This design comes from an exercise in tuning for small area, a short achievable clock period and few clock cycles on the open sky130 flow, not from production work.
The RTL was checked by simulation tests, not by an equivalence proof against the original design.

==> build 15 <==
## aims_core
module aims_core (
    input  wire         clk,
    input  wire         rst,           
    input  wire         host_we,
    input  wire [3:0]   host_addr,
    input  wire [63:0]  host_wdata,
    output wire [63:0]  host_rdata,
    input  wire [2:0]   rs_idx,
    output wire [31:0]  rs_data,
    output wire [9:0]   imem_addr,
    input  wire [127:0] imem_rdata
);
    localparam NREG    = 6;
    localparam MAXPROG = 1024;
    localparam [2:0] IP_DEFAULT = 3'd1;
    localparam [2:0] ST_IDLE   = 3'd0;
    localparam [2:0] ST_RUN    = 3'd1;
    localparam [2:0] ST_HALT   = 3'd2;
    localparam [2:0] ST_CAPPED = 3'd3;
    localparam [2:0] ST_FAULT  = 3'd4;
    localparam [3:0] LE_BAD_IP   = 4'd4;
    localparam [3:0] LE_TOO_LONG = 4'd7;
    reg [31:0] p0, p1, p2, p3, p4;   
    reg [31:0] pcr;                
    reg [2:0]  state;
    reg        fix;                
    reg        bub;                
    reg [2:0]  ipsel;
    reg [10:0] plen;
    reg        cap_en;
    reg [63:0] cap_n;
    reg [63:0] iter;
    reg        load_err;
    reg        load_7;             
    reg [1:0]  fault_code;
    reg        mbusy;              
    reg [31:0] ma;                 
    reg [31:0] mb;                 
    reg        mprev;              
    reg [2:0]  mc;                 
    function [5:0] dec;
        input [2:0] i;
        begin
            dec[0] = (i == 3'd0);
            dec[1] = (i == 3'd1);
            dec[2] = (i == 3'd2);
            dec[3] = (i == 3'd3);
            dec[4] = i[2] & ~i[0];
            dec[5] = i[2] &  i[0];
        end
    endfunction
    function [31:0] add32;
        input [31:0] a;
        input [31:0] b;
        input        ci;
        reg   [31:0] p, g, t;
        integer i, d;
        begin
            p = a ^ b;
            g = a & b;
            t = p;
            for (d = 1; d < 32; d = d * 2)
                for (i = 31; i >= d; i = i - 1) begin
                    g[i] = g[i] | (t[i] & g[i-d]);
                    t[i] = t[i] & t[i-d];
                end
            add32 = p ^ {g[30:0] | (t[30:0] & {31{ci}}), ci};
        end
    endfunction
    wire run  = (state == ST_RUN);
  ...
Settings: LEC_CHECK=0, CAP_MARGIN=20, CORE_MARGIN=2, CORE_UTILIZATION=55, PLACE_DENSITY=0.7, SETUP_SLACK_MARGIN=5, SLEW_MARGIN=20, SYNTH_HIERARCHICAL=1, TNS_END_PERCENT=0; clock period 13.0 ns.
standard.sh (not shown) runs the stock make flow with config.mk's settings and CLKGATE_MAP_FILE= SYNTH_SCRIPT=/design/flow/synth_recipe.tcl, a recipe that flattens the netlist after the stock synthesis.
==> flow/flow/run.sh <==
#!/bin/bash
set -euo pipefail
bash standard.sh "BUFFER_PORTS_ARGS=-buffer_cell sky130_fd_sc_hd__buf_2" \
    SETUP_SLACK_MARGIN=6 finish > flow_standard.log 2>&1
==> inputs of trial 36, as changes to build 15 <==
- CORE_UTILIZATION: 55 -> 62
- PLACE_DENSITY: 0.7 -> 0.75
==> results_dict.tcl <==
set metrics [dict create \
    dp.cells 5089 \
    final_cells 5217 \
    final_util 0.641 \
    power_density_nw_per_um2 89.7 \
    status "no timing/DRC/antenna violations" \
    initialDrtViolationCount 5321 \
    cts-resized-gates 88 \
    via_count 36300 \
    globalplace.congestion 1.09 \
]
-- figures above: build 15

==> results_dict.tcl <==
set metrics [dict create \
    status "no timing/DRC/antenna violations" \
    globalplace.congestion 1.08 \
    grt_max_degree 149 \
    cts-resized-gates 64 \
    period_share 0.572 \
    pin_count 308 \
    portBuffers 307 \
    via_count 37500 \
    power_density_nw_per_um2 87.6 \
    final_util 0.711 \
    synthAdderAreaFrac 0.0603 \
    final_cells 5117 \
    cts_buffers 47 \
    sh_seq_area 0.227 \
    regArea_sq_um 8280 \
    initialDrtViolationCount 6536 \
    crit_slowest_cell "a311oi_4" \
]
-- figures above: trial 36

Testbench counts of build 15, summed over its fixed seeds: cycles 65,974.
Testbench counts of trial 36, summed over its fixed seeds: cycles 65,974.

---

==> willow <==
Another version of the RTL of aims_core (not shown whole).
// aims_core
module aims_core (
    input  wire         clk,
    input  wire         rst,           
    input  wire         host_we,
    input  wire [3:0]   host_addr,
    input  wire [63:0]  host_wdata,
    output wire [63:0]  host_rdata,
    input  wire [2:0]   rs_idx,
    output wire [31:0]  rs_data,
    output wire [9:0]   imem_addr,
    input  wire [127:0] imem_rdata
);
export LEC_CHECK = 0
export CAP_MARGIN = 20
export CORE_MARGIN = 2
export CORE_UTILIZATION = 50
export PLACE_DENSITY = 0.65
export SETUP_SLACK_MARGIN = 5
export SLEW_MARGIN = 20
export SYNTH_HIERARCHICAL = 1
export TNS_END_PERCENT = 0
create_clock -name core_clock -period 13.0 [get_ports {clk}]
Scripts as last shown in full above: flow/flow/run.sh
==> juniper: changes against willow <==
--- a/flow/design.v
+++ b/flow/design.v
@@ -27,15 +27,15 @@
     reg        bub;                
     reg [2:0]  ipsel;
     reg [10:0] plen;
     reg        cap_en;
     reg [63:0] cap_n;
     reg [63:0] iter;
     reg        load_err;
-    reg [3:0]  load_code;
+    reg        load_7;             
     reg [1:0]  fault_code;
     reg        mbusy;              
     reg [31:0] ma;                 
     reg [31:0] mb;                 
     reg        mprev;              
     reg [2:0]  mc;                 
     function [5:0] dec;
@@ -54,22 +54,21 @@
         input [31:0] b;
         input        ci;
         reg   [31:0] p, g, t;
         integer i, d;
         begin
             p = a ^ b;
             g = a & b;
-            g[0] = g[0] | (p[0] & ci);
             t = p;
             for (d = 1; d < 32; d = d * 2)
                 for (i = 31; i >= d; i = i - 1) begin
                     g[i] = g[i] | (t[i] & g[i-d]);
                     t[i] = t[i] & t[i-d];
                 end
-            add32 = p ^ {g[30:0], ci};
+            add32 = p ^ {g[30:0] | (t[30:0] & {31{ci}}), ci};
         end
     endfunction
     wire run  = (state == ST_RUN);
     wire idle = (state == ST_IDLE);
     wire [5:0]  ipm = dec(ipsel);              
     wire [4:0]  lt  = {ipsel > 3'd4, ipsel > 3'd3, ipsel > 3'd2,
                        ipsel > 3'd1, ipsel > 3'd0};     
@@ -235,33 +234,33 @@
             mbusy      <= 1'b0;
             ipsel      <= IP_DEFAULT;
             plen       <= 11'd0;
             cap_en     <= 1'b0;
             cap_n      <= 64'd0;
             iter       <= 64'd0;
             load_err   <= 1'b0;
-            load_code  <= 4'd0;
+            load_7     <= 1'b0;
             fault_code <= 2'd0;
         end else begin
             if (host_we && idle) begin
                 case (host_addr)
                     4'h1: begin
                         if (host_wdata < NREG)
                             ipsel <= host_wdata[2:0];
                         else if (!load_err) begin
                             load_err  <= 1'b1;
-                            load_code <= LE_BAD_IP;
+                            load_7    <= 1'b0;      
                         end
                     end
                     4'h2: begin
                         if (host_wdata <= MAXPROG)
                             plen <= host_wdata[10:0];
                         else if (!load_err) begin
                             load_err  <= 1'b1;
-                            load_code <= LE_TOO_LONG;
+                            load_7    <= 1'b1;      
                         end
                     end
                     4'h3: cap_en <= host_wdata[0];
                     4'h4: cap_n  <= host_wdata;
                     4'h7: begin
                         if (host_wdata[0] && !load_err) begin
                             state <= ST_RUN;
@@ -301,14 +300,15 @@
                     if (cap_hit)
                         state <= ST_CAPPED;
                 end
             end
         end
     end
     wire [31:0] fault_pc = (state == ST_FAULT) ? pc : 32'd0;
+    wire [3:0]  load_code = {1'b0, load_err, load_7, load_7};
     aims_core_hostrd u_hostrd (
         .host_addr(host_addr),
         .status({2'd0, fault_code, load_code, load_err, state}),
         .ipsel(ipsel), .plen(plen), .cap_en(cap_en), .cap_n(cap_n),
         .iter(iter), .fault_pc(fault_pc), .host_rdata(host_rdata)
     );
 endmodule
==> flow/run.sh (new file) <==
#!/bin/bash
# synth_recipe.tcl (not shown) runs the flow's synth.tcl, then flattens the netlist and writes it again
# the make line also repeats each setting of config.mk as NAME=value (left out here)
make -C /OpenROAD-flow-scripts/flow DESIGN_CONFIG=/design/flow/config.mk WORK_HOME=/design/flow/orfs CLKGATE_MAP_FILE= SYNTH_SCRIPT=/design/flow/synth_recipe.tcl finish
==> flow/config.mk (replaced) <==
export PLATFORM = sky130hd
export DESIGN_NAME = aims_core
export DESIGN_NICKNAME = aims_core
export VERILOG_FILES = /design/flow/design.v
export SDC_FILE = /design/flow/constraint.sdc
export NUM_CORES = 4
export LEC_CHECK = 0
export CAP_MARGIN = 20
export CORE_MARGIN = 2
export CORE_UTILIZATION = 45
export PLACE_DENSITY = 0.65
export SETUP_SLACK_MARGIN = 5
export SLEW_MARGIN = 20
export SYNTH_HIERARCHICAL = 1
export TNS_END_PERCENT = 0
removed: flow/flow/run.sh
removed: flow/standard.sh
==> results.tsv <==
metric	value	unit
multi_input_cells	3357	
area_growth	18.49	%
netlist_top_cells_count	nand2_1 (455), nor2_1 (435), dfxtp_1 (412)	
layout_common_cells	nand2_1 (455), nor2_1 (430), dfxtp_1 (411), clkdlybuf4s50_1 (295), a21oi_1 (219)	
dieWidth	271.5	um
critPathMaxStageDelay	0.79	ns
cts_resized	16	
yosys.area_share.adder	6.031	%
status	finished clean	
drive_gt1_share	9.276	%
drtPass1Iterations	15	
crit_chain	clkdlybuf4s50_1 -> mux4_2 -> o2bb2ai_2 -> buf_4 -> nand2_1 -> nand4_1 -> clkdlybuf4s50_1	
core-area	71120	sq um
ys_types	113	
Source of the figures above: juniper

==> results.tsv <==
metric	value	unit
status	finished clean	
dieWidth	257.8	um
drive_gt1_share	16.85	%
yosys.area_share.adder	6.050	%
ys_types	101	
cts_resized	72	
die_y	257.8	um
area_growth	16.24	%
critPathMaxStageDelay	0.55	ns
cp-start-kind	input pin	
drtPass1Iterations	14	
netlist_top_cells_count	nand2_1 (443), nor2_1 (418), dfxtp_1 (413)	
multi_input_cells	3354	
core-area	64120	sq um
crit_chain	buf_2 -> mux4_2 -> o2bb2ai_2 -> buf_4 -> nand2_1 -> nand4_1 -> buf_2	
Source of the figures above: willow

Testbench counts of willow, summed over its fixed seeds: cycles 65,974.
Testbench counts of juniper, summed over its fixed seeds: cycles 65,974.

[afterwards: timing with drivers on the ports]
No port has a modelled driver above. Below, the same layouts with a new extraction and two added sets of constraints. Step 1: set_driving_cell puts a clkbuf_16 on clk and a buf_2 on each other input, an assumption about the parent block. Step 2 times the ports against the registers' clock, not the clock port: input delays grow and output delays shrink by t, the midpoint of the rising clock arrivals with the driver on. a / b / c = ideal ports / drivers / drivers and shift; a / b = the first two.
run	shift t [ns]	setup WS [ns]	latest minus earliest clock arrival (ns)	slew at the worst register clock pin (ns)	pins driven straight from the clock port
build 15	0.684	5.761 / 5.649 / 5.055	0.029 / 0.030	0.07 / 0.07	1
trial 36	0.673	5.570 / 5.520 / 4.933	0.025 / 0.026	0.07 / 0.07	1
willow	0.673	5.671 / 5.450 / 5.111	0.028 / 0.028	0.06 / 0.06	1
juniper	0.679	4.937 / 4.907 / 4.322	0.047 / 0.047	0.07 / 0.07	1
After both steps setup and hold are still met in every run listed. For build 15, which loses most, drivers alone change the setup slack by -0.112 ns; drivers and shift together by -0.706 ns.
